From an optimization exercise on the open Yosys and OpenROAD flow, aimed at small area, a short achievable clock period and few clock cycles per item; shortcuts taken in it are not production practice.
Where RTL was checked, it was by simulation tests only, not by an equivalence proof against the original.
No functional check of the RTL was part of runs 1 and 2.
Power is estimated from default activity; no workload was simulated.

**flow/standard.sh**
```bash
#!/bin/bash
# synth_recipe.tcl (not shown) runs the flow's synth.tcl, then flattens the netlist and writes it again
# the make line also repeats each setting of config.mk as NAME=value (left out here)
make -C /OpenROAD-flow-scripts/flow DESIGN_CONFIG=/design/flow/config.mk WORK_HOME=/design/flow/orfs CLKGATE_MAP_FILE= SYNTH_SCRIPT=/design/flow/synth_recipe.tcl "${@:-finish}"
```
**flow/flow/run.sh**
```bash
#!/bin/bash
# Standard layout, with the port buffers that buffer_ports inserts made of
# sky130_fd_sc_hd__buf_1 instead of the cell it picks by default, and the
# constant outputs left on the one tie cell that synthesis gives them.
set -euo pipefail
export BUFFER_PORTS_ARGS="-buffer_cell sky130_fd_sc_hd__buf_1"
export SKIP_REPAIR_TIE_FANOUT=1
bash standard.sh > standard.log 2>&1
```
**flow/design.v**
```verilog
module wib_expander (
    input  wire        clk,
    input  wire        rst,         
    input  wire        in_valid,
    output wire        in_ready,
    input  wire [63:0] in_data,
    output wire        out_valid,
    input  wire        out_ready,
    output wire [63:0] out_data,
    output wire        out_last     
);
    reg  [3:0]  ph;         
    reg         hdr;        
    reg  [3:0]  k;          
    reg  [15:0] x, y;       
    wire [15:0] c0 = in_data[15:0];
    wire [15:0] c1 = in_data[31:16];
    wire [15:0] c2 = in_data[47:32];
    wire [15:0] c3 = in_data[63:48];
    assign out_valid = in_valid & ~hdr;
    assign in_ready  = hdr | (out_ready & ~ph[2]);
    assign out_last  = ph[3] & (k == 4'd13);
    wire [15:0] s0 = ({16{ph[0]}} & c0) | ({16{ph[1]}} & x)  | ({16{ph[2]}} & y)  | ({16{ph[3]}} & c1);
    wire [15:0] s1 = ({16{ph[0]}} & c1) | ({16{ph[1]}} & c0) | ({16{ph[2]}} & x)  | ({16{ph[3]}} & c2);
    wire [15:0] s2 = ({16{ph[0]}} & c2) | ({16{ph[1]}} & c1) | ({16{ph[2]}} & c0) | ({16{ph[3]}} & c3);
    wire [47:0] d = {s2, s1, s0};
    assign out_data = {4'h0, d[47:36], 4'h0, d[35:24], 4'h0, d[23:12], 4'h0, d[11:0]};
    wire out_fire = in_valid & ~hdr & out_ready;
    always @(posedge clk) begin
        if (in_valid & out_ready) begin
            x <= c3;
            y <= c2;
        end
    end
    wire       step  = hdr ? in_valid : (out_fire & ph[3]);
    wire [3:0] knext = (k == 4'd13) ? 4'd0 : k + 4'd1;
    always @(posedge clk) begin
        if (rst) begin
            ph  <= 4'b0001;
            hdr <= 1'b1;
            k   <= 4'd0;
        end else begin
            if (out_fire)
                ph <= {ph[2:0], ph[3]};
            if (step) begin
                k   <= knext;
                hdr <= (knext <= 4'd3) | (knext == 4'd8) | (knext == 4'd9);
            end
        end
    end
endmodule
```
**flow/config.mk**
```make
export PLATFORM = sky130hd
export DESIGN_NAME = wib_expander
export DESIGN_NICKNAME = wib_expander
export VERILOG_FILES = /design/flow/design.v
export SDC_FILE = /design/flow/constraint.sdc
export NUM_CORES = 4
export LEC_CHECK = 0
export CAP_MARGIN = 20
export CORE_MARGIN = 2
export CORE_UTILIZATION = 40
export SETUP_SLACK_MARGIN = 1.7
export SLEW_MARGIN = 20
```
**flow/constraint.sdc**
```tcl
create_clock -name core_clock -period 4.0 [get_ports {clk}]
set_input_delay 0.8000 -clock core_clock [delete_from_list [all_inputs] [get_ports {clk}]]
set_output_delay 0.8000 -clock core_clock [all_outputs]
set_load 0.01 [all_outputs]
```
==> metrics.yaml, run 1 <==
muxShareOfSynthArea: 0.01605
syn_inst: 274
fin_area_mm2: 0.003169
design.core.area_mm2: 0.006277
path_max_fanout: 26
synth_xor_area_frac: 0
setup_ws_ps: 1774
synth_fa_ha_area_frac: 0.01459
synth-main-ff-cell: "edfxtp_1"
ys_seq_area_frac: 0.4436
fmax_mhz: 449.3
setup_viol: 0
p_seq_frac: 0.490
cts_root_buf: "clkbuf_8"
clk_pin_slew_ps: 80
place.detailed.hpwl_mm: 4.367
setup-tns-final_ps: 0
clk_latency_ps: 290
synth_area_mm2: 0.002572
avgSynthCellArea_um2: 9.389
maxCapViolCount: 0
yosys_warnings: 1
period_share: 0.5564
antenna-diode-count: 0
wl_per_cell_um: 17.80
first_global_vias: 2179
p_per_area_mw_per_mm2: 325.9
synth_edf_count: 32
cp_slowest_stage_delay_ps: 590
worst_pin_slew_ps: 788.6
layout.nets: 434
p_leak_nw: 1.103
viasPerCell: 5.819
min_period_ps: 2226
multiInputGateArea_mm2: 0.001195
grt_pass1_wl_mm: 10.53
overflow: 0
totalWireLength_mm: 7.851
hold_buffers: 0
vdd_ir_drop_max_mv: 0.1945
synth_simple_gate_area_frac: 0.1055
drt_iter0_drc: 153
p_clk_frac: 0.328
fillers: 616
slew_violations: 0
ant_nets: 0
crit_type: "reg2out"
die_h_um: 84.20
final_util: 0.5049
cts_tree: "built"
placed_area_mm2: 0.002895
fin_skew_ps: 4.666
register_area_mm2: 0.001159
pre_cts_ws_ps: 1584
cts_made_buffers: 5
status: "timing/DRC/antenna clean"
p_sw_uw: 271.8
area_growth_pct: 23.20
critPathCaptureType: "output pin"
whs_ps: 525.6
async_flop_share: 0
crit_chain: "buf_16, a22oi_1, nand2_1, buf_1"
arrival_ps: 1430
p_total_mw: 1.033
grt_usage: 0.1784
initial_core_util: 0.4098
gp_congestion: 0.8236
grt_max_degree: 53
worst_setup_path_start_kind: "flip-flop"
dieArea_mm2: 0.007089
p_int_uw: 761.1
finalHoldViolCount: 0
clk_path_buf_depth: 2
pwr-share-comb: 0.182
drive_gt1_frac: 0.07692
rsz0062_at_grt: "no"
maxSlewHeadroom: 0.4743
drt-pass1-iter-count: 5
io_pins: 135
worstPathRequired_ps: 3200
placed_cells: 426
p_sw_frac: 0.2632
antenna_found_initial: 0
htreeDepth: 2
port_buffers: 118
synth_compound_area_frac: 0.3234
min_path_type: "reg2reg"
ys_ff_latch: 41
clkSinkCount: 41
fp.dieW_um: 84.20
drc: 0
routed-via-count: 2566
synth_top_family_by_area: "compound AO/OA/AOI/OAI gates"
synth_cell_types: 28
cpMaxStageDelayCell: "dfxtp_4"
fp-row-count: 29
fin_cells: 441
[flip-flops by register name, summed over array words and instances (netlist names)]
name / flops
k: 4
y: 16
ph: 4
x: 16
hdr: 1
[worst max-delay path: cells and delay by family, from the launching register on]
kind	cells	cell delay, ps
AO/OA/AOI/OAI	1	80
buffers and inverters	2	380
flip-flops	1	590
AND/OR/NAND/NOR	1	90
[synthesized netlist by cell type, types with 2 or more instances]
cell type | count | area (um2)
ha_1 | 3 | 37.54
a21oi_1 | 8 | 40.04
a21o_1 | 2 | 15.01
dfxtp_1 | 9 | 180.2
a22oi_1 | 96 | 720.7
clkbuf_1 | 25 | 93.84
buf_4 | 16 | 120.1
nand2b_1 | 2 | 12.51
inv_1 | 5 | 18.77
nor2_1 | 7 | 26.28
edfxtp_1 | 32 | 960.9
mux2i_1 | 3 | 30.03
and2_1 | 2 | 12.51
nand2_1 | 50 | 187.7
[kinds of logic after synthesis]
logic type / count (synthesis)
simple gates: 65
buf+inv: 49
compound gates: 111
fa+ha+maj: 3
flops: 41
other cells: 1
mux: 4
[layer usage]
metal  global-route usage  wire [um]
met3              0.03343        546
met1               0.2644       3491
met2               0.2713       3756
met5                    0          0
met4              0.04252         57
[cells in the final DEF, fill, tap and decap left out, drive strengths merged, types with 2 or more instances in the layout]
cell type and count:
nand2 50, edfxtp 32, a22oi 96, clkbuf 8
nand2b 2, a21oi 8, nor2 7, and2 2
a21o 2, inv 6, ha 3, buf 124
mux2i 3, dfxtp 9
[final cells by class]
type	instances	area share
Sequential cell	41	0.3656
Multi-Input combinational cell	184	0.3770
Clock inverter	1	0.009475
Clock buffer	7	0.02724
Timing Repair Buffer	125	0.1832
Tap cell	77	0.03040
Inverter	6	0.007106
[power by group through the flow]
stage,clock network (mW),logic (mW),registers [mW]
6_report,0.339,0.188,0.506
5_1_grt,0.368,0.208,0.508
4_1_cts,0.353,0.174,0.510
3_5_place_dp,0,0.173,0.521
3_3_place_gp,0,0.171,0.521
2_1_floorplan,0,0.118,0.507
[worst paths after layout]
kind	startpoint	end	slack, ps	cells after the start
min reg2reg	k[3]	k[3]	530	2
max reg2reg	ph[3]	k[0]	2370	5
min	k[3]	k[3]	530	2
max	ph[1]	out_data[26]	1770	4
[repair_timing]
action / in CTS / in global routing
endpoints found under the setup margin: 50 / 49
resized for setup: 7 / 3
buffers inserted: 0 / 7
==> run 2: changes to the inputs <==
==> flow/design.v (replaced) <==
module wib_expander (
    input  wire        clk,
    input  wire        rst,         
    input  wire        in_valid,
    output wire        in_ready,
    input  wire [63:0] in_data,
    output wire        out_valid,
    input  wire        out_ready,
    output wire [63:0] out_data,
    output wire        out_last     
);
    reg  [3:0]  ph;         
    reg         hdr;        
    reg  [1:0]  hcnt;       
    reg  [2:0]  grp;        
    reg  [15:0] x, y, z;    
    wire [15:0] c0 = in_data[15:0];
    wire [15:0] c1 = in_data[31:16];
    wire [15:0] c2 = in_data[47:32];
    wire [15:0] c3 = in_data[63:48];
    assign out_valid = ph[3] | (in_valid & ~hdr);
    assign in_ready  = hdr | (out_ready & ~ph[3]);
    assign out_last  = ph[3] & (grp == 3'd0);
    wire [15:0] s0 = ({16{ph[0]}} & c0) | ({16{ph[1]}} & x)  | ({16{ph[2]}} & y)  | ({16{ph[3]}} & z);
    wire [15:0] s1 = ({16{ph[0]}} & c1) | ({16{ph[1]}} & c0) | ({16{ph[2]}} & x)  | ({16{ph[3]}} & y);
    wire [15:0] s2 = ({16{ph[0]}} & c2) | ({16{ph[1]}} & c1) | ({16{ph[2]}} & c0) | ({16{ph[3]}} & x);
    wire [47:0] d = {s2, s1, s0};
    assign out_data = {4'h0, d[47:36], 4'h0, d[35:24], 4'h0, d[23:12], 4'h0, d[11:0]};
    wire out_fire = out_valid & out_ready;
    wire din_fire = in_valid & ~hdr & out_ready & ~ph[3];
    always @(posedge clk) begin
        if (in_valid & out_ready & ~ph[3]) begin
            x <= c3;
            y <= c2;
            z <= c1;
        end
    end
    always @(posedge clk) begin
        if (rst) begin
            ph   <= 4'b0001;
            hdr  <= 1'b1;
            hcnt <= 2'd3;
            grp  <= 3'd0;
        end else begin
            if (out_fire)
                ph <= {ph[2:0], ph[3]};
            if (hdr) begin
                if (in_valid) begin
                    hcnt <= hcnt - 2'd1;
                    if (hcnt == 2'd0)
                        hdr <= 1'b0;
                end
            end else if (din_fire & ph[2]) begin
                grp <= grp + 3'd1;
                if (grp[1:0] == 2'd3) begin
                    hdr  <= 1'b1;
                    hcnt <= grp[2] ? 2'd3 : 2'd1;
                end
            end
        end
    end
endmodule
==> run 2 against run 1 <==
  * Setup slack lost 30 ps
  * Via count grew 4.6%
  * Final area grew 18%
  * Non-clock buffer count grew 2
  * Count of clock-buffer cells in the layout grew 8
  * Sequential share of layout area grew 7.8 points
  * Largest power group unchanged
  * Fmax shrank 1.3%
  * Still clean on timing, DRC and antenna
  * Global-route usage shrank 0.34 points
  * Die area grew 18%
  * Hold slack lost 54 ps
  * Highest routed layer unchanged
  * Final cell count grew 10%
  * Sequential cell count grew 17
==> metrics.yaml, run 2 <==
synth_top_area_cell: "edfxtp_1"  # unchanged
setup_viol: 0  # unchanged
clkSinkCount: 58  # was 41
design.core.area_mm2: 0.007331  # was 0.006277 mm2
crit_chain: "buf_2, nor2b_2, or2_4, buf_6"  # was buf_16, a22oi_1, nand2_1, buf_1
cp_slowest_stage_delay_ps: 240  # was 590 ps
min_period_ps: 2256  # was 2226 ps
critical-path-top-delay-family: "simple AND/OR/NAND/NOR gates"  # was flip-flops
port_buffers: 118  # unchanged
clk_path_buf_depth: 2  # unchanged
worst_pin_slew_ps: 541.9  # was 788.6 ps
synth_edf_count: 48  # was 32
fillers: 702  # was 616
layout_common_cells: "116 x buf_1, 96 x a22oi_1, 50 x nand2_1"  # was 117 x buf_1, 96 x a22oi_1, 50 x nand2_1
syn_inst: 284  # was 274
grt_max_degree: 56  # was 53
clk_pin_slew_ps: 60  # was 80 ps
drc: 0  # unchanged
p_per_area_mw_per_mm2: 348.5  # was 325.9 mW/mm2
dieArea_mm2: 0.008338  # was 0.007089 mm2
drive_gt1_frac: 0.08290  # was 0.07692
hold_buffers: 0  # unchanged
gp_congestion: 0.7569  # was 0.8236
antenna_found_initial: 0  # unchanged
status: "timing/DRC/antenna clean"  # unchanged
drt_iter0_drc: 177  # was 153
yosys-top-cells-count: "96 x a22oi_1, 50 x nand2_1, 48 x edfxtp_1, 22 x clkbuf_1, 16 x buf_4"  # was 96 x a22oi_1, 50 x nand2_1, 32 x edfxtp_1, 25 x clkbuf_1, 16 x buf_4
synthMostInstantiatedCell: "a22oi_1"  # unchanged
drt-pass1-iter-count: 5  # unchanged
p_sw_frac: 0.2420  # was 0.2632
setup_ws_ps: 1744  # was 1774 ps
grt_pass1_wl_mm: 11.58  # was 10.53 mm
area_growth_pct: 22.40  # was 23.20%
p_int_uw: 986.0  # was 761.1 uW
pwr-share-comb: 0.107  # was 0.182
initial_core_util: 0.4159  # was 0.4098
layout.nets: 452  # was 434
fin_skew_ps: 4.899  # was 4.666 ps
maxSlewHeadroom: 0.6387  # was 0.4743
multiInputGateArea_mm2: 0.001169  # was 0.001195 mm2
die_h_um: 91.31  # was 84.20 um
cts_tree: "built"  # unchanged
htreeDepth: 3  # was 2
finalHoldViolCount: 0  # unchanged
setup-tns-final_ps: 0  # unchanged
cts_made_buffers: 9  # was 5
p_clk_frac: 0.346  # was 0.328
p_leak_nw: 1.340  # was 1.103 nW
fp-row-count: 31  # was 29
worst-path-buf-inv: 2  # unchanged
worst_setup_path_start_kind: "primary input"  # was flip-flop
slew_violations: 0  # unchanged
place.detailed.hpwl_mm: 4.810  # was 4.367 mm
top_regs: "x (16), y (16), z (16)"  # was x (16), y (16)
ys_top_cells_by_area: "edfxtp_1 47%, a22oi_1 24%, dfxtp_1 6.6%"  # was edfxtp_1 37%, a22oi_1 28%, nand2_1 7.3%
p_total_mw: 1.301  # was 1.033 mW
path_max_fanout: 5  # was 26
final_common_cell: "buf_1"  # unchanged
totalWireLength_mm: 8.616  # was 7.851 mm
io_pins: 135  # unchanged
async_flop_share: 0  # unchanged
synth-main-ff-cell: "edfxtp_1"  # unchanged
antenna-diode-count: 0  # unchanged
pre_cts_ws_ps: 1608  # was 1584 ps
period_share: 0.5639  # was 0.5564
viasPerCell: 5.532  # was 5.819
overflow: 0  # unchanged
fp.dieW_um: 91.31  # was 84.20 um
ant_nets: 0  # unchanged
synth_area_mm2: 0.003049  # was 0.002572 mm2
vdd_ir_drop_max_mv: 0.1566  # was 0.1945 mV
maxCapViolCount: 0  # unchanged
fmax_mhz: 443.3  # was 449.3 MHz
rsz0062_at_grt: "no"  # unchanged
worstPathRequired_ps: 3200  # about the same
post-synth-top-area-fraction: 0.4727  # was 0.3735
yosys_warnings: 1  # unchanged
grt_usage: 0.1750  # was 0.1784
clk_latency_ps: 320  # was 290 ps
cpMaxStageDelayCell: "or2_4"  # was dfxtp_4
wl_per_cell_um: 17.76  # was 17.80 um
avgSynthCellArea_um2: 10.74  # was 9.389 um2
first_global_vias: 2408  # was 2179
p_sw_uw: 314.7  # was 271.8 uW
cts_root_buf: "clkbuf_8"  # unchanged
ys_ff_latch: 58  # was 41
synth_cell_types: 28  # unchanged
ys_seq_area_frac: 0.5384  # was 0.4436
p_seq_frac: 0.547  # was 0.490
crit_type: "in2out"  # was reg2out
critPathCaptureType: "output pin"  # unchanged
min_path_type: "reg2reg"  # unchanged
routed-via-count: 2683  # was 2566
register_area_mm2: 0.001657  # was 0.001159 mm2
arrival_ps: 1460  # was 1430 ps
[run 2: changes by cell type after synthesis, sizes merged, moves of 2 or more]
cell,change
edfxtp,+16
a21oi,-8
clkbuf,-3
and2,-2
nand2b,-2
xnor2,+2
[run 2: worst paths after layout]
| kind | from | end | slack [ps] | depth (start not counted) |
|---|---|---|---|---|
| worst min register to register | hcnt[1] | hcnt[1] | 470 | 1 |
| worst max register to register | ph[3] | z[8] | 1980 | 3 |
| worst max-delay path | in_valid | out_valid | 1740 | 4 |
| worst min-delay path | hcnt[1] | hcnt[1] | 470 | 1 |
[run 2: repair_timing]
| item | CTS | global route |
|---|---|---|
| buffers inserted | 0 | 8 |
| gates cloned | 0 | 0 |
| setup endpoints to repair | 51 | 51 |
| resized for setup | 6 | 4 |
[run 2: worst register-to-register path, delay by kind of cell (launching register included)]
| kind | cells | cell delay (ps) |
|---|---|---|
| buffers and inverters | 2 | 630 |
| DFF | 1 | 420 |
| and+or+nand+nor | 1 | 620 |
[run 2: cells by family after synthesis]
family	Yosys count	synth area share
compound gates	104	0.2585
fa+ha+maj	3	0.01231
buf+inv	47	0.08043
xor+xnor	2	0.005746
flops	58	0.5384
mux	4	0.01313
simple gates	65	0.09028
other cells	1	0.001230
[run 2: layout make-up]
cell class                 instances  share of cell area
sequential                        58              0.4438
multi-input combinational        179              0.3131
timing repair buffer             127              0.1606
clock buffer                      15             0.04190
tap                               99             0.03319
inverter                           6            0.006034
clock inverter                     1            0.001341
[run 2: power by group through the flow]
stage               combinational, mW  clock [mW]  sequential, mW
floorplan                      0.0829           0           0.721
global placement                0.133           0           0.726
detailed placement              0.135           0           0.727
CTS                             0.136       0.456           0.713
global route                    0.156       0.489           0.716
finish                          0.139       0.450           0.712
[run 2: per-stage QoR]
step / std cells / area [um2] / util / hold slack (ps)
2_1_floorplan: 284 / 3050 / - / 435.7
3_3_place_gp: 461 / 3407 / 0.4648 / 446.4
3_5_place_dp: 461 / 3407 / 0.4648 / 454.9
4_1_cts: 477 / 3582 / 0.4887 / 468.6
5_1_grt: 485 / 3732 / 0.5091 / 501.6
6_report: 485 / 3732 / 0.5091 / 471.9
[run 2: layer usage]
layer,track usage,vias to the layer above,share of wire
met5,0,-,0
met2,0.2809,120,0.49
met4,0.06818,0,0.012
li1,-,1275,-
met3,0.03568,11,0.072
met1,0.2332,1277,0.43
==> run 3: changes to the inputs <==
==> flow/design.v (replaced) <==
module wib_expander (
    input  wire        clk,
    input  wire        rst,         
    input  wire        in_valid,
    output wire        in_ready,
    input  wire [63:0] in_data,
    output wire        out_valid,
    input  wire        out_ready,
    output wire [63:0] out_data,
    output wire        out_last     
);
    reg  [3:0]  ph;         
    reg         full;       
    reg         hdr;        
    reg         nhdr;       
    reg  [1:0]  hcnt;       
    reg  [2:0]  grp;        
    reg  [2:0]  igrp;       
    reg  [1:0]  iw;         
    reg  [63:0] r;          
    reg  [15:0] x, y;       
    wire [15:0] c0 = r[15:0];
    wire [15:0] c1 = r[31:16];
    wire [15:0] c2 = r[47:32];
    wire [15:0] c3 = r[63:48];
    assign out_valid = full & ~hdr;
    wire   out_fire  = out_valid & out_ready;
    wire   done      = ~full | hdr | (out_ready & ~ph[2]);
    assign in_ready  = done;
    wire   in_fire   = in_valid & done;
    assign out_last  = ph[3] & (grp == 3'd7);
    wire [15:0] s0 = ({16{ph[0]}} & c0) | ({16{ph[1]}} & x)  | ({16{ph[2]}} & y)  | ({16{ph[3]}} & c1);
    wire [15:0] s1 = ({16{ph[0]}} & c1) | ({16{ph[1]}} & c0) | ({16{ph[2]}} & x)  | ({16{ph[3]}} & c2);
    wire [15:0] s2 = ({16{ph[0]}} & c2) | ({16{ph[1]}} & c1) | ({16{ph[2]}} & c0) | ({16{ph[3]}} & c3);
    wire [47:0] d = {s2, s1, s0};
    assign out_data = {4'h0, d[47:36], 4'h0, d[35:24], 4'h0, d[23:12], 4'h0, d[11:0]};
    always @(posedge clk) begin
        if (in_fire & ~nhdr) begin
            r <= in_data;
            x <= r[63:48];
            y <= r[47:32];
        end
    end
    always @(posedge clk) begin
        if (rst) begin
            ph   <= 4'b0001;
            full <= 1'b0;
            hdr  <= 1'b0;
            nhdr <= 1'b1;
            hcnt <= 2'd3;
            grp  <= 3'd0;
            igrp <= 3'd0;
            iw   <= 2'd0;
        end else begin
            if (out_fire) begin
                ph <= {ph[2:0], ph[3]};
                if (ph[3])
                    grp <= grp + 3'd1;
            end
            if (in_fire) begin
                full <= 1'b1;
                hdr  <= nhdr;
                if (nhdr) begin
                    hcnt <= hcnt - 2'd1;
                    if (hcnt == 2'd0)
                        nhdr <= 1'b0;
                end
            end else if (done) begin
                full <= 1'b0;
            end
            if (in_fire & ~nhdr) begin
                iw <= (iw == 2'd2) ? 2'd0 : iw + 2'd1;
                if (iw == 2'd2) begin
                    igrp <= igrp + 3'd1;
                    if (igrp[1:0] == 2'd3) begin
                        nhdr <= 1'b1;
                        hcnt <= igrp[2] ? 2'd3 : 2'd1;
                    end
                end
            end
        end
    end
endmodule
==> flow/flow/run.sh (replaced) <==
#!/bin/bash
# Standard layout, with the port buffers that buffer_ports inserts made of
# sky130_fd_sc_hd__buf_1 instead of the cell it picks by default.
set -euo pipefail
export BUFFER_PORTS_ARGS="-buffer_cell sky130_fd_sc_hd__buf_1"
bash standard.sh > standard.log 2>&1
--- a/flow/config.mk
+++ b/flow/config.mk
@@ -10,3 +10,3 @@
 export CORE_UTILIZATION = 40
-export SETUP_SLACK_MARGIN = 1.7
+export SETUP_SLACK_MARGIN = 1.9
 export SLEW_MARGIN = 20
==> run 3 against run 2 <==
  * Utilization is 5.8 points higher
  * Synthesized area is 56% higher
  * Setup slack better by 51 ps
  * Fmax is 2.3% higher
  * Highest routed layer unchanged
  * Clock skew is 1.6 ps higher
  * Via count is 32% higher
  * Still clean
  * Sequential cell count is 55 higher
  * Final area is 75% higher
  * Combinational power is 24% higher
  * Non-clock buffer count is 12 higher
==> metrics.yaml, run 3 <==
gp_congestion: 0.8155  # was 0.7569
ys_top_cells_by_area: "edfxtp_1 60%, a22oi_1 15%, dfxtp_1 7.1%"  # was edfxtp_1 47%, a22oi_1 24%, dfxtp_1 6.6%
place.detailed.hpwl_mm: 6.187  # was 4.810 mm
fp.dieW_um: 113.2  # was 91.31 um
largest_reg_flops: 64
min_period_ps: 2205  # was 2256 ps
async_flop_share: 0  # unchanged
clkSinkCount: 113  # was 58
dieArea_mm2: 0.01281  # was 0.008338 mm2
finalHoldViolCount: 0  # unchanged
maxCapViolCount: 0  # unchanged
area_growth_pct: 36.87  # was 22.40%
maxSlewHeadroom: 0.5250  # was 0.6387
path_max_fanout: 12  # was 5
setup_viol: 0  # unchanged
cts_root_buf: "clkbuf_16"  # was clkbuf_8
drt-pass1-iter-count: 16  # was 5
drt_iter0_drc: 263  # was 177
top_register: "r"
viasPerCell: 5.472  # was 5.532
routed-via-count: 3546  # was 2683
r2r_start: "ph[2]"  # was ph[3]
clk_path_buf_depth: 2  # unchanged
hold_buffers: 0  # unchanged
htreeDepth: 4  # was 3
drc: 0  # unchanged
critPathCaptureType: "output pin"  # unchanged
synth_top_area_cell: "edfxtp_1"  # unchanged
yosys-top-cells-count: "96 x a22oi_1, 96 x edfxtp_1, 55 x nand2_1, 24 x clkbuf_1, 17 x dfxtp_1"  # was 96 x a22oi_1, 50 x nand2_1, 48 x edfxtp_1, 22 x clkbuf_1, 16 x buf_4
antenna-diode-count: 0  # unchanged
synth_edf_count: 96  # was 48
status: "timing/DRC/antenna clean"  # unchanged
r2r_slack_ps: 2040  # was 1980 ps
min_path_type: "reg2reg"  # unchanged
port_buffers: 118  # unchanged
fmax_mhz: 453.6  # was 443.3 MHz
synth_compound_area_frac: 0.1713  # was 0.2585
vdd_ir_drop_max_mv: 0.3285  # was 0.1566 mV
fp-row-count: 39  # was 31
final_common_cell: "edfxtp_1"  # was buf_1
syn_inst: 360  # was 284
crit_type: "reg2out"  # was in2out
initial_core_util: 0.4141  # was 0.4159
io_pins: 135  # unchanged
synth_xor_area_frac: 0.007347  # was 0.005745
worstHoldPathCells: 0  # was 1
synth-main-ff-cell: "edfxtp_1"  # unchanged
layout_common_cells: "96 x edfxtp_1, 91 x buf_1, 54 x a22oi_2"  # was 116 x buf_1, 96 x a22oi_1, 50 x nand2_1
worstPathRequired_ps: 3200  # about the same
post-synth-top-area-fraction: 0.6046  # was 0.4727
rsz0062_at_grt: "yes"  # was no
grt_usage: 0.1913  # was 0.1750
grt_max_degree: 99  # was 56
worst_setup_path_start_kind: "flip-flop"  # was primary input
ant_nets: 0  # unchanged
wl_per_cell_um: 19.02  # was 17.76 um
design.core.area_mm2: 0.01152  # was 0.007331 mm2
p_leak_nw: 2.306  # was 1.340 nW
clk_latency_ps: 410  # was 320 ps
fin_area_mm2: 0.006526  # was 0.003732 mm2
crit_chain: "buf_12, a22oi_1, nand2_1, clkbuf_2"  # was buf_2, nor2b_2, or2_4, buf_6
layout.nets: 564  # was 452
period_share: 0.5511  # was 0.5639
fin_skew_ps: 6.480  # was 4.899 ps
p_per_area_mw_per_mm2: 450.1  # was 348.5 mW/mm2
setup-tns-final_ps: 0  # unchanged
min_to: "x[1]"  # was hcnt[1]
ys_ff_latch: 113  # was 58
die_h_um: 113.2  # was 91.31 um
muxShareOfSynthArea: 0.01364  # was 0.01313
whs_ps: 448.2  # was 471.9 ps
cts_made_buffers: 17  # was 9
cts_tree: "built"  # unchanged
reg2reg_to: "iw[0]"  # was z[8]
first_global_vias: 3427  # was 2408
cpMaxStageDelayCell: "dfxtp_4"  # was or2_4
synth_area_mm2: 0.004768  # was 0.003049 mm2
worst_pin_slew_ps: 712.5  # was 541.9 ps
synth_fa_ha_area_frac: 0.01050  # was 0.01231
yosys_warnings: 1  # unchanged
overflow: 0  # unchanged
rr_worst_depth: 6  # was 3
synth_cell_types: 30  # was 28
antenna_found_initial: 0  # unchanged
ys_seq_area_frac: 0.6759  # was 0.5384
p_total_mw: 2.938  # was 1.301 mW
placed_area_mm2: 0.005250  # was 0.003407 mm2
drive_gt1_frac: 0.2970  # was 0.08290
holdCritStartpoint: "r[49]"  # was hcnt[1]
clk_pin_slew_ps: 60  # about the same
grt_pass1_wl_mm: 18.19  # was 11.58 mm
final_util: 0.5667  # was 0.5091
totalWireLength_mm: 12.33  # was 8.616 mm
slew_violations: 0  # unchanged
synth_top_family_by_area: "compound AO/OA/AOI/OAI gates"  # unchanged
cp_slowest_stage_delay_ps: 370  # was 240 ps
top_regs: "r (64), x (16), y (16)"  # was x (16), y (16), z (16)
synth_simple_gate_area_frac: 0.07006  # was 0.09027
arrival_ps: 1400  # was 1460 ps
avgSynthCellArea_um2: 13.25  # was 10.74 um2
-- run 3: how the worst max path moves through the flow --
stage,start,to,slack (ps),cells past startpoint
2_1_floorplan,out_ready,iw[0],60,4
3_3_place_gp,out_ready,iw[1],1660,6
3_5_place_dp,ph[2],in_ready,1590,3
4_1_cts,ph[2],out_data[6],1820,4
5_1_grt,ph[3],out_data[19],1750,4
6_report,ph[0],out_data[3],1800,4
-- run 3: area by class of cell --
class / count / area [um2]
clock buffers: 18 / 429.2
clock inverters: 14 / 155.1
fillers: 953 / 4990
inverters: 5 / 21.27
multi-input cells: 216 / 1654
flip-flops and latches: 113 / 3241
well taps: 143 / 178.9
repair buffers: 139 / 847.1
-- run 3: per-stage QoR --
step | cells | worst slack (ps)
finish | 648 | 1795
detailed placement | 596 | 1592
global placement | 596 | 1657
floorplan | 375 | 62.92
CTS | 643 | 1825
global route | 648 | 1753
-- run 3: critical path, delay by kind of cell (launching register included) --
family | cells | cell delay, ps
DFF | 1 | 370
and+or+nand+nor | 1 | 110
AOI/OAI and AO/OA | 1 | 220
buffers and inverters | 2 | 300
-- run 3: where the power goes --
group	leakage (nW)	internal [mW]	switching, mW
Sequential	1.00	1.28	0.00867
Clock	0.284	0.925	0.549
Combinational	1.02	0.0732	0.0998
Total	2.31	2.28	0.658
-- run 3: cells by family after synthesis --
| family | after synthesis |
|---|---|
| AO/OA/AOI/OAI | 108 |
| adder cells (fa/ha/maj) | 4 |
| XOR/XNOR | 4 |
| multiplexers | 6 |
| other | 1 |
| buffers and inverters | 46 |
| flip-flops | 113 |
| AND/OR/NAND/NOR | 78 |
-- run 3: repair_timing --
| action | 4_1_cts | 5_1_grt |
|---|---|---|
| setup buffers | 15 | 3 |
| pin swaps | 3 | 4 |
| endpoints found under the setup margin | 125 | 51 |
| resized for setup | 29 | 79 |
| gates cloned | 0 | 2 |
-- run 3: layer usage --
metal	wire [um]	up-vias	share of wire	GRT usage
met5	0	-	0	0
met4	172	0	0.014	0.07236
met3	982	16	0.080	0.06909
met2	6231	174	0.51	0.3034
met1	4939	1728	0.40	0.2415
li1	-	1628	-	-
Testbench counts of run 3, summed over its fixed seeds: cycles 19,464, frames 512.
==> run 4: changes to the inputs <==
==> flow/flow/run.sh (replaced) <==
#!/bin/bash
# Standard layout, with the port buffers that buffer_ports inserts made of
# sky130_fd_sc_hd__buf_1 instead of the cell it picks by default, and the
# constant outputs left on the one tie cell that synthesis gives them.
set -euo pipefail
export BUFFER_PORTS_ARGS="-buffer_cell sky130_fd_sc_hd__buf_1"
export SKIP_REPAIR_TIE_FANOUT=1
bash standard.sh > standard.log 2>&1
--- a/flow/config.mk
+++ b/flow/config.mk
@@ -10,3 +10,3 @@
 export CORE_UTILIZATION = 40
-export SETUP_SLACK_MARGIN = 1.9
+export SETUP_SLACK_MARGIN = 1.5
 export SLEW_MARGIN = 20
==> run 4 against run 3 <==
  * Utilization down 5.8 points
  * Combinational power is 31% lower
  * Fmax is 7.6% lower
  * First-iteration DRC count is 28% higher
==> metrics.yaml, run 4 <==
status: "timing/DRC/antenna clean"  # unchanged
period_share: 0.5963  # was 0.5511
rr_worst_depth: 5  # was 6
totalWireLength_mm: 10.39  # was 12.33 mm
p_sw_frac: 0.1974  # was 0.2239
drc: 0  # unchanged
worstHoldPathCells: 0  # unchanged
drive_gt1_frac: 0.08457  # was 0.2970
routed-via-count: 3320  # was 3546
p_int_mw: 2.360  # was 2.280 mW
fin_area_mm2: 0.005856  # was 0.006526 mm2
pre_cts_ws_ps: 1581  # was 1592 ps
p_seq_frac: 0.443  # was 0.439
placed_cells: 581  # was 596
synth-main-ff-cell: "edfxtp_1"  # unchanged
p_total_mw: 2.940  # was 2.938 mW
antenna_found_initial: 0  # unchanged
drt_iter0_drc: 337  # was 263
top_regs: "r (64), x (16), y (16)"  # unchanged
yosys-top-cells-count: "96 x a22oi_1, 96 x edfxtp_1, 55 x nand2_1, 24 x clkbuf_1, 17 x dfxtp_1"  # unchanged
fp-row-count: 39  # unchanged
htreeDepth: 4  # unchanged
wl_per_cell_um: 16.87  # was 19.02 um
antenna-diode-count: 0  # unchanged
placed_area_mm2: 0.005194  # was 0.005250 mm2
cpMaxStageDelayCell: "dfxtp_4"  # unchanged
die_h_um: 113.2  # unchanged
clk_latency_ps: 400  # was 410 ps
async_flop_share: 0  # unchanged
gp_congestion: 0.8007  # was 0.8155
avgSynthCellArea_um2: 13.25  # unchanged
worstPathRequired_ps: 3200  # about the same
design.core.area_mm2: 0.01152  # unchanged
grt_max_degree: 99  # unchanged
min_period_ps: 2385  # was 2205 ps
finalHoldViolCount: 0  # unchanged
first_global_vias: 3092  # was 3427
cp_slowest_stage_delay_ps: 680  # was 370 ps
grt_pass1_wl_mm: 15.39  # was 18.19 mm
p_leak_nw: 2.020  # was 2.306 nW
ant_nets: 0  # unchanged
top_register: "r"  # unchanged
layout.nets: 532  # was 564
worst_setup_path_start_kind: "flip-flop"  # unchanged
worst_pin_slew_ps: 685.6  # was 712.5 ps
whs_ps: 445.6  # was 448.2 ps
ys_ff_latch: 113  # unchanged
syn_inst: 360  # unchanged
cts_tree: "built"  # unchanged
p_clk_frac: 0.516  # was 0.502
hold_buffers: 0  # unchanged
largest_reg_flops: 64  # unchanged
pwr-share-comb: 0.041  # was 0.059
min_path_type: "reg2reg"  # unchanged
setup-tns-final_ps: 0  # unchanged
path_max_fanout: 50  # was 12
ys_top_cells_by_area: "edfxtp_1 60%, a22oi_1 15%, dfxtp_1 7.1%"  # unchanged
dieArea_mm2: 0.01281  # unchanged
arrival_ps: 1590  # was 1400 ps
p_per_area_mw_per_mm2: 502.2  # was 450.1 mW/mm2
place.detailed.hpwl_mm: 6.133  # was 6.187 mm
synth_edf_count: 96  # unchanged
drt-pass1-iter-count: 25  # was 16
viasPerCell: 5.390  # was 5.472
clk_path_buf_depth: 2  # unchanged
setup_ws_ps: 1615  # was 1795 ps
critPathCaptureType: "output pin"  # unchanged
fmax_mhz: 419.3  # was 453.6 MHz
crit_type: "reg2out"  # unchanged
cts_root_buf: "clkbuf_16"  # unchanged
setup_viol: 0  # unchanged
grt_usage: 0.1563  # was 0.1913
layout_common_cells: "118 x buf_1, 96 x a22oi_1, 96 x edfxtp_1"  # was 96 x edfxtp_1, 91 x buf_1, 54 x a22oi_2
clkSinkCount: 113  # unchanged
clk_pin_slew_ps: 50  # was 60 ps
overflow: 0  # unchanged
fin_skew_ps: 5.535  # was 6.480 ps
vdd_ir_drop_max_mv: 0.4847  # was 0.3285 mV
rsz0062_at_grt: "no"  # was yes
initial_core_util: 0.4141  # unchanged
fp.dieW_um: 113.2  # unchanged
synth_area_mm2: 0.004768  # unchanged
ys_seq_area_frac: 0.6759  # unchanged
port_buffers: 118  # unchanged
cts_made_buffers: 17  # unchanged
maxSlewHeadroom: 0.5429  # was 0.5250
synth_top_area_cell: "edfxtp_1"  # unchanged
final_util: 0.5085  # was 0.5667
p_sw_uw: 580.5  # was 657.7 uW
final_common_cell: "buf_1"  # was edfxtp_1
post-synth-top-area-fraction: 0.6046  # unchanged
io_pins: 135  # unchanged
slew_violations: 0  # unchanged
yosys_warnings: 1  # unchanged
crit_chain: "a22oi_1, nand2_1, buf_1"  # was buf_12, a22oi_1, nand2_1, clkbuf_2
synth_cell_types: 30  # unchanged
area_growth_pct: 22.80  # was 36.87%
fin_cells: 616  # was 648
maxCapViolCount: 0  # unchanged
-- run 4: cell counts after synthesis --
No cell type changed its count.
-- run 4: repair_timing --
item / in CTS / in global routing
gates resized for setup: 4 / 0
buffers inserted: 0 / 3
pin swaps: 0 / 0
setup endpoints to repair: 50 / 19
-- run 4: worst max-delay path: cells and delay by family, from the launching register on --
| family | cells | cell delay [ps] |
|---|---|---|
| AO/OA/AOI/OAI | 1 | 170 |
| buffers and inverters | 1 | 180 |
| flip-flops | 1 | 680 |
| AND/OR/NAND/NOR | 1 | 110 |
-- run 4: metal layers --
layer	vias up	GRT usage	part of all wire
li1	1570	-	-
met1	1594	0.2065	0.42
met2	154	0.2339	0.49
met3	2	0.06909	0.084
met4	0	0.04634	0.0030
met5	-	0	0
-- run 4: cell type report --
cell class | instances | area, um2
Clock buffer | 19 | 432.9
Fill cell | 1040 | 5660
Timing Repair Buffer | 122 | 514.2
Clock inverter | 13 | 167.7
Sequential cell | 113 | 3238
Inverter | 5 | 18.77
Tap cell | 143 | 178.9
Multi-Input combinational cell | 201 | 1305
-- run 4: final timing paths --
kind	from	to	slack, ps
setup / recovery	ph[1]	out_data[51]	1610
hold / removal	r[61]	x[13]	450
setup reg to reg	ph[2]	iw[0]	2030
hold reg to reg	r[61]	x[13]	450
-- run 4: logic make-up after synthesis --
kind of cell,after synthesis,synth area share
multiplexers,6,0.01364
XOR/XNOR,4,0.007348
other,1,0.0007864
AO/OA/AOI/OAI,108,0.1713
adder cells (fa/ha/maj),4,0.01050
buffers and inverters,46,0.05038
flip-flops,113,0.6759
AND/OR/NAND/NOR,78,0.07006
-- run 4: power by group through the flow --
stage / logic, mW / clock network (mW) / registers, mW
after floorplan: 0.0930 / 0 / 1.31
after global placement: 0.117 / 0 / 1.33
after detailed placement: 0.120 / 0 / 1.33
after CTS: 0.120 / 1.55 / 1.30
after global routing: 0.135 / 1.60 / 1.30
final: 0.120 / 1.52 / 1.30
==> run 5: changes to the inputs <==
--- a/flow/config.mk
+++ b/flow/config.mk
@@ -10,3 +10,3 @@
 export CORE_UTILIZATION = 40
-export SETUP_SLACK_MARGIN = 1.5
+export SETUP_SLACK_MARGIN = 1.7
 export SLEW_MARGIN = 20
==> run 5 against run 4 <==
  * Sequential power about the same
  * Routed wire length increased by 11%
  * Global-route usage increased by 2.5 points
  * Synthesized area unchanged
  * Final area increased by 3.0%
  * Via count increased by 3.4%
  * Final cell count increased by 2.1%
  * Utilization increased by 1.5 points
  * Clock power about the same
  * Register-to-register slack improved by 80 ps
  * Total power increased by 0.92%
  * Critical path depth increased by 1
  * Critical path type is now in2out
  * Largest cell class unchanged
  * Largest power group unchanged
==> metrics.yaml, run 5 <==
status: "timing/DRC/antenna clean"  # unchanged
area_growth_pct: 26.45  # was 22.80%
worst-path-buf-inv: 2  # was 1
drive_gt1_frac: 0.1111  # was 0.08457
fillers: 1018  # was 1040
fp-row-count: 39  # unchanged
ys_ff_latch: 113  # unchanged
setup-tns-final_ps: 0  # unchanged
maxSlewHeadroom: 0.5131  # was 0.5429
clkSinkCount: 113  # unchanged
ys_seq_area_frac: 0.6759  # unchanged
r2r_start: "hdr"  # was ph[2]
period_share: 0.5464  # was 0.5963
critical-path-top-delay-family: "buffers and inverters"  # was flip-flops
synth-main-ff-cell: "edfxtp_1"  # unchanged
grt_pass1_wl_mm: 17.33  # was 15.39 mm
synth_area_mm2: 0.004768  # unchanged
cp_slowest_stage_delay_ps: 180  # was 680 ps
routed-via-count: 3433  # was 3320
arrival_ps: 1390  # was 1590 ps
reg2reg_to: "iw[0]"  # unchanged
rsz0062_at_grt: "no"  # unchanged
layout_common_cells: "117 x buf_1, 96 x a22oi_1, 96 x edfxtp_1"  # was 118 x buf_1, 96 x a22oi_1, 96 x edfxtp_1
worstPathRequired_ps: 3200  # about the same
die_h_um: 113.2  # unchanged
io_pins: 135  # unchanged
gp_congestion: 0.8007  # unchanged
ant_nets: 0  # unchanged
async_flop_share: 0  # unchanged
design.core.area_mm2: 0.01152  # unchanged
fin_skew_ps: 6.045  # was 5.535 ps
drt-pass1-iter-count: 24  # was 25
worst_pin_slew_ps: 730.4  # was 685.6 ps
yosys-top-cells-count: "96 x a22oi_1, 96 x edfxtp_1, 55 x nand2_1, 24 x clkbuf_1, 17 x dfxtp_1"  # unchanged
yosys_warnings: 1  # unchanged
overflow: 0  # unchanged
post-synth-top-area-fraction: 0.6046  # unchanged
antenna_found_initial: 0  # unchanged
port_buffers: 118  # unchanged
finalHoldViolCount: 0  # unchanged
synth_top_area_cell: "edfxtp_1"  # unchanged
syn_inst: 360  # unchanged
setup_viol: 0  # unchanged
worst_setup_path_start_kind: "primary input"  # was flip-flop
final_common_cell: "buf_1"  # unchanged
first_global_vias: 3302  # was 3092
ys_top_cells_by_area: "edfxtp_1 60%, a22oi_1 15%, dfxtp_1 7.1%"  # unchanged
register_area_mm2: 0.003238  # unchanged
hold_buffers: 0  # unchanged
crit_type: "in2out"  # was reg2out
htreeDepth: 4  # unchanged
slew_violations: 0  # unchanged
min_to: "x[13]"  # unchanged
multiInputGateArea_mm2: 0.001305  # unchanged
viasPerCell: 5.458  # was 5.390
antenna-diode-count: 0  # unchanged
clk_latency_ps: 400  # about the same
dieArea_mm2: 0.01281  # unchanged
drc: 0  # unchanged
synth_cell_types: 30  # unchanged
drt_iter0_drc: 300  # was 337
p_per_area_mw_per_mm2: 492.2  # was 502.2 mW/mm2
min_period_ps: 2185  # was 2385 ps
whs_ps: 443.2  # was 445.6 ps
final_util: 0.5236  # was 0.5085
totalWireLength_mm: 11.54  # was 10.39 mm
worstHoldPathCells: 0  # unchanged
holdCritStartpoint: "r[61]"  # unchanged
min_path_type: "reg2reg"  # unchanged
layout.nets: 545  # was 532
maxCapViolCount: 0  # unchanged
clk_pin_slew_ps: 50  # about the same
initial_core_util: 0.4141  # unchanged
p_leak_nw: 2.114  # was 2.020 nW
cts_root_buf: "clkbuf_16"  # unchanged
cts_made_buffers: 17  # unchanged
vdd_ir_drop_max_mv: 0.4835  # was 0.4847 mV
top_register: "r"  # unchanged
largest_reg_flops: 64  # unchanged
synth_edf_count: 96  # unchanged
clk_path_buf_depth: 2  # unchanged
path_max_fanout: 6  # was 50
rr_worst_depth: 6  # was 5
cts_tree: "built"  # unchanged
wl_per_cell_um: 18.34  # was 16.87 um
crit_chain: "clkbuf_2, nand2b_4, nand2_1, buf_1"  # was a22oi_1, nand2_1, buf_1
critPathCaptureType: "output pin"  # unchanged
top_regs: "r (64), x (16), y (16)"  # unchanged
grt_usage: 0.1810  # was 0.1563
fp.dieW_um: 113.2  # unchanged
r2r_slack_ps: 2110  # was 2030 ps
grt_max_degree: 99  # unchanged
fmax_mhz: 457.6  # was 419.3 MHz
avgSynthCellArea_um2: 13.25  # unchanged
cpMaxStageDelayCell: "clkbuf_2"  # was dfxtp_4
place.detailed.hpwl_mm: 6.133  # unchanged
## run 5: cell counts after synthesis
Identical to the previous run, type by type.
## run 5: layout make-up
cell class,count,share of cell area
Multi-Input combinational cell,201,0.2164
Tap cell,143,0.02967
Clock buffer,19,0.07180
Sequential cell,113,0.5370
Inverter,5,0.003113
Timing Repair Buffer,135,0.1141
Clock inverter,13,0.02781
## run 5: logic make-up (layout without fill, tap and decap cells)
| logic type | count (synthesis) | in the layout | synth area share |
|---|---|---|---|
| fa+ha+maj | 4 | 4 | 0.01050 |
| flops | 113 | 113 | 0.6759 |
| buf+inv | 46 | 172 | 0.05038 |
| mux | 6 | 6 | 0.01364 |
| compound gates | 108 | 108 | 0.1713 |
| simple gates | 78 | 78 | 0.07006 |
| xor+xnor | 4 | 4 | 0.007348 |
| other cells | 1 | 1 | 0.0007864 |
## run 5: routing by layer
layer	track usage	share of wire	wire (um)	up-vias
li1	-	-	-	1596
met1	0.2364	0.43	4905	1668
met2	0.2830	0.49	5674	163
met3	0.07017	0.079	909	6
met4	0.05041	0.0041	47	0
met5	0	0	0	-
## run 5: how the worst max path moves through the flow
| stage | end | slack, ps | startpoint | cells after the start |
|---|---|---|---|---|
| after floorplan | iw[0] | 60 | out_ready | 4 |
| after global placement | iw[0] | 1650 | out_ready | 6 |
| after detailed placement | iw[1] | 1580 | out_ready | 6 |
| after CTS | in_ready | 1700 | out_ready | 4 |
| after global routing | out_data[0] | 1730 | ph[2] | 4 |
| final | in_ready | 1810 | out_ready | 4 |
## run 5: report_power, final
group / switching, mW / total [mW] / internal [mW]
logic: 0.0934 / 0.154 / 0.0603
registers: 0.00739 / 1.29 / 1.28
clock network: 0.495 / 1.52 / 1.03
total: 0.596 / 2.97 / 2.37
## run 5: stage by stage
| step | total power [mW] | setup WS, ps | cell area, um2 | instances |
|---|---|---|---|---|
| after global placement | 1.446 | 1654 | 5194 | 581 |
| after global routing | 3.062 | 1729 | 6030 | 629 |
| after CTS | 2.993 | 1699 | 5983 | 623 |
| after detailed placement | 1.450 | 1581 | 5194 | 581 |
| after floorplan | 1.404 | 62.92 | 4768 | 360 |
| final | 2.968 | 1815 | 6030 | 629 |
## run 5: repair_timing
action | CTS | global route
resized for setup | 4 | 1
gates cloned | 0 | 0
endpoints found under the setup margin | 50 | 43
setup buffers | 10 | 6
==> run 6: changes to the inputs <==
--- a/flow/config.mk
+++ b/flow/config.mk
@@ -10,2 +10,3 @@
 export CORE_UTILIZATION = 40
+export CTS_BUF_LIST = sky130_fd_sc_hd__clkbuf_8
 export SETUP_SLACK_MARGIN = 1.7
==> run 6 against run 5 <==
  * Clock skew grew 3.0 ps
  * Via count hardly changed
  * Sequential power barely moved
  * Final area decreased by 3.0%
  * Routed wire length is 0.67% lower
  * Synthesized cell count unchanged
  * Critical endpoint is now out_data[59]
==> metrics.yaml, run 6 <==
fmax_mhz: 455.7  # was 457.6 MHz
io_pins: 135  # unchanged
fp.dieW_um: 113.2  # unchanged
p_sw_uw: 537.9  # was 596.3 uW
period_share: 0.5486  # was 0.5464
fp-row-count: 39  # unchanged
min_period_ps: 2195  # was 2185 ps
area_growth_pct: 22.70  # was 26.45%
antenna-diode-count: 0  # unchanged
antenna_found_initial: 0  # unchanged
crit_type: "reg2out"  # was in2out
wl_per_cell_um: 18.22  # was 18.34 um
ys_ff_latch: 113  # unchanged
final_util: 0.5080  # was 0.5236
ys_seq_area_frac: 0.6759  # unchanged
min_path_type: "reg2reg"  # unchanged
largest_reg_flops: 64  # unchanged
clk_path_buf_depth: 2  # unchanged
critPathCaptureType: "output pin"  # unchanged
synth_edf_count: 96  # unchanged
syn_inst: 360  # unchanged
synth_area_mm2: 0.004768  # unchanged
final_common_cell: "buf_1"  # unchanged
layout_common_cells: "117 x buf_1, 96 x a22oi_1, 96 x edfxtp_1"  # unchanged
p_per_area_mw_per_mm2: 434.4  # was 492.2 mW/mm2
cp_slowest_stage_delay_ps: 410  # was 180 ps
pre_cts_ws_ps: 1581  # unchanged
clk_latency_ps: 420  # was 400 ps
ys_top_cells_by_area: "edfxtp_1 60%, a22oi_1 15%, dfxtp_1 7.1%"  # unchanged
slew_violations: 0  # unchanged
grt_usage: 0.1814  # was 0.1810
routed-via-count: 3436  # was 3433
async_flop_share: 0  # unchanged
drive_gt1_frac: 0.1111  # unchanged
drt-pass1-iter-count: 25  # was 24
top_regs: "r (64), x (16), y (16)"  # unchanged
worst-path-buf-inv: 2  # unchanged
top_register: "r"  # unchanged
grt_max_degree: 99  # unchanged
rsz0062_at_grt: "no"  # unchanged
vdd_ir_drop_max_mv: 0.2880  # was 0.4835 mV
arrival_ps: 1390  # about the same
fin_skew_ps: 9.032  # was 6.045 ps
placed_cells: 581  # unchanged
synth_top_area_cell: "edfxtp_1"  # unchanged
worstPathRequired_ps: 3200  # about the same
first_global_vias: 3317  # was 3302
maxCapViolCount: 0  # unchanged
design.core.area_mm2: 0.01152  # unchanged
initial_core_util: 0.4141  # unchanged
post-synth-top-area-fraction: 0.6046  # unchanged
finalHoldViolCount: 0  # unchanged
p_total_mw: 2.541  # was 2.968 mW
fin_cells: 629  # unchanged
dieArea_mm2: 0.01281  # unchanged
p_int_mw: 2.004  # was 2.371 mW
path_max_fanout: 13  # was 6
drt_iter0_drc: 276  # was 300
cpMaxStageDelayCell: "dfxtp_4"  # was clkbuf_2
viasPerCell: 5.463  # was 5.458
p_leak_nw: 2.037  # was 2.114 nW
maxSlewHeadroom: 0.5067  # was 0.5131
overflow: 0  # unchanged
port_buffers: 118  # unchanged
setup-tns-final_ps: 0  # unchanged
hold_buffers: 0  # unchanged
pwr-share-comb: 0.061  # was 0.052
p_clk_frac: 0.433  # was 0.514
layout.nets: 545  # unchanged
cts_root_buf: "clkbuf_8"  # was clkbuf_16
cts_made_buffers: 17  # unchanged
totalWireLength_mm: 11.46  # was 11.54 mm
yosys-top-cells-count: "96 x a22oi_1, 96 x edfxtp_1, 55 x nand2_1, 24 x clkbuf_1, 17 x dfxtp_1"  # unchanged
die_h_um: 113.2  # unchanged
worst_setup_path_start_kind: "flip-flop"  # was primary input
worst_pin_slew_ps: 740.0  # was 730.4 ps
synth-main-ff-cell: "edfxtp_1"  # unchanged
cts_tree: "built"  # unchanged
critical-path-top-delay-family: "flip-flops"  # was buffers and inverters
yosys_warnings: 1  # unchanged
setup_ws_ps: 1805  # was 1815 ps
p_seq_frac: 0.507  # was 0.435
avgSynthCellArea_um2: 13.25  # unchanged
crit_chain: "buf_6, a22oi_1, nand2_1, buf_1"  # was clkbuf_2, nand2b_4, nand2_1, buf_1
clk_pin_slew_ps: 70  # was 50 ps
gp_congestion: 0.8007  # unchanged
clkSinkCount: 113  # unchanged
ant_nets: 0  # unchanged
status: "timing/DRC/antenna clean"  # unchanged
drc: 0  # unchanged
synth_cell_types: 30  # unchanged
grt_pass1_wl_mm: 17.44  # was 17.33 mm
htreeDepth: 4  # unchanged
place.detailed.hpwl_mm: 6.133  # unchanged
p_sw_frac: 0.2116  # was 0.2009
setup_viol: 0  # unchanged
[run 6: cell types whose count changed in the layout (fill, tap and decap cells not counted), sizes merged]
cell    previous run  this run
clkbuf            20        18
inv                5         7
[run 6: kinds of logic after synthesis]
group | count (synthesis) | share of synthesized area
xor+xnor | 4 | 0.007348
buf+inv | 46 | 0.05038
compound gates | 108 | 0.1713
flops | 113 | 0.6759
fa+ha+maj | 4 | 0.01050
simple gates | 78 | 0.07006
mux | 6 | 0.01364
other cells | 1 | 0.0007864
[run 6: per-stage QoR]
step | area (um2) | hold slack [ps]
CTS | 5827 | 449.0
floorplan | 4768 | 427.2
global placement | 5194 | 435.0
finish | 5851 | 450.9
global route | 5851 | 458.6
detailed placement | 5194 | 433.5
[run 6: power by group through the flow]
stage	Combinational, mW	Sequential (mW)	Clock [mW]
after floorplan	0.0930	1.31	0
after global routing	0.169	1.29	1.18
final	0.154	1.29	1.10
after global placement	0.117	1.33	0
after detailed placement	0.120	1.33	0
after CTS	0.150	1.29	1.13
[run 6: repair_timing]
item / in CTS / in global routing
buffers inserted: 13 / 3
gates resized for setup: 4 / 1
endpoints found under the setup margin: 50 / 36
[run 6: final timing paths]
path | cells after the start | start | slack, ps | endpoint
worst min-delay path | 0 | r[59] | 450 | x[11]
worst min register to register | 0 | r[59] | 450 | x[11]
worst max-delay path | 4 | ph[2] | 1810 | out_data[59]
worst max register to register | 4 | hdr | 2260 | y[6]
[run 6: final cells by class]
cell class / instances / area [um2]
clock inverters: 15 / 175.2
multi-input cells: 201 / 1305
inverters: 5 / 18.77
repair buffers: 135 / 700.7
flip-flops and latches: 113 / 3238
well taps: 143 / 178.9
clock buffers: 17 / 234.0
fillers: 1033 / 5665
[run 6: routing by layer]
metal,vias up,part of all wire,global-route usage
met5,-,0,0
met4,0,0.0076,0.05854
met3,11,0.089,0.05463
met2,168,0.50,0.2902
met1,1658,0.40,0.2380
li1,1599,-,-

separate check: timing with driven ports:
The flow's constraints put no driver on any port. The routed layouts listed below were extracted and timed again, unchanged, in two steps. Step 1 (the two cells are an assumption about what drives the block):
set clk [get_ports {clk}]
set_driving_cell -lib_cell sky130_fd_sc_hd__clkbuf_16 $clk
set_driving_cell -lib_cell sky130_fd_sc_hd__buf_2 [delete_from_list [all_inputs] $clk]
Step 2 adds t to the input delays and takes it off the output delays; t is the mean of the earliest and latest rising clock arrival at the registers after step 1. Input paths then give back, and output paths get back, about the clock's delay inside the block. Slacks: no drivers / after step 1 / after step 2; pairs: no drivers / after step 1.
run	shift t [ns]	slack for setup (ns)	worst data-port slew with drivers (ns)	cell pins on the clock port's net
run 1	0.312	1.774 / 1.747 / 1.605	0.05	1
run 2	0.349	1.744 / 1.726 / 1.632	0.06	1
run 3	0.440	1.795 / 1.759 / 1.529	0.06	1
run 4	0.435	1.615 / 1.577 / 1.495	0.05	1
run 5	0.436	1.815 / 1.784 / 1.568	0.05	1
run 6	0.443	1.805 / 1.773 / 1.721	0.05	1
After both steps setup and hold are still met in every run listed. The setup slack of run 3, which loses most, moves by -0.036 ns with the drivers and by -0.266 ns with both steps.
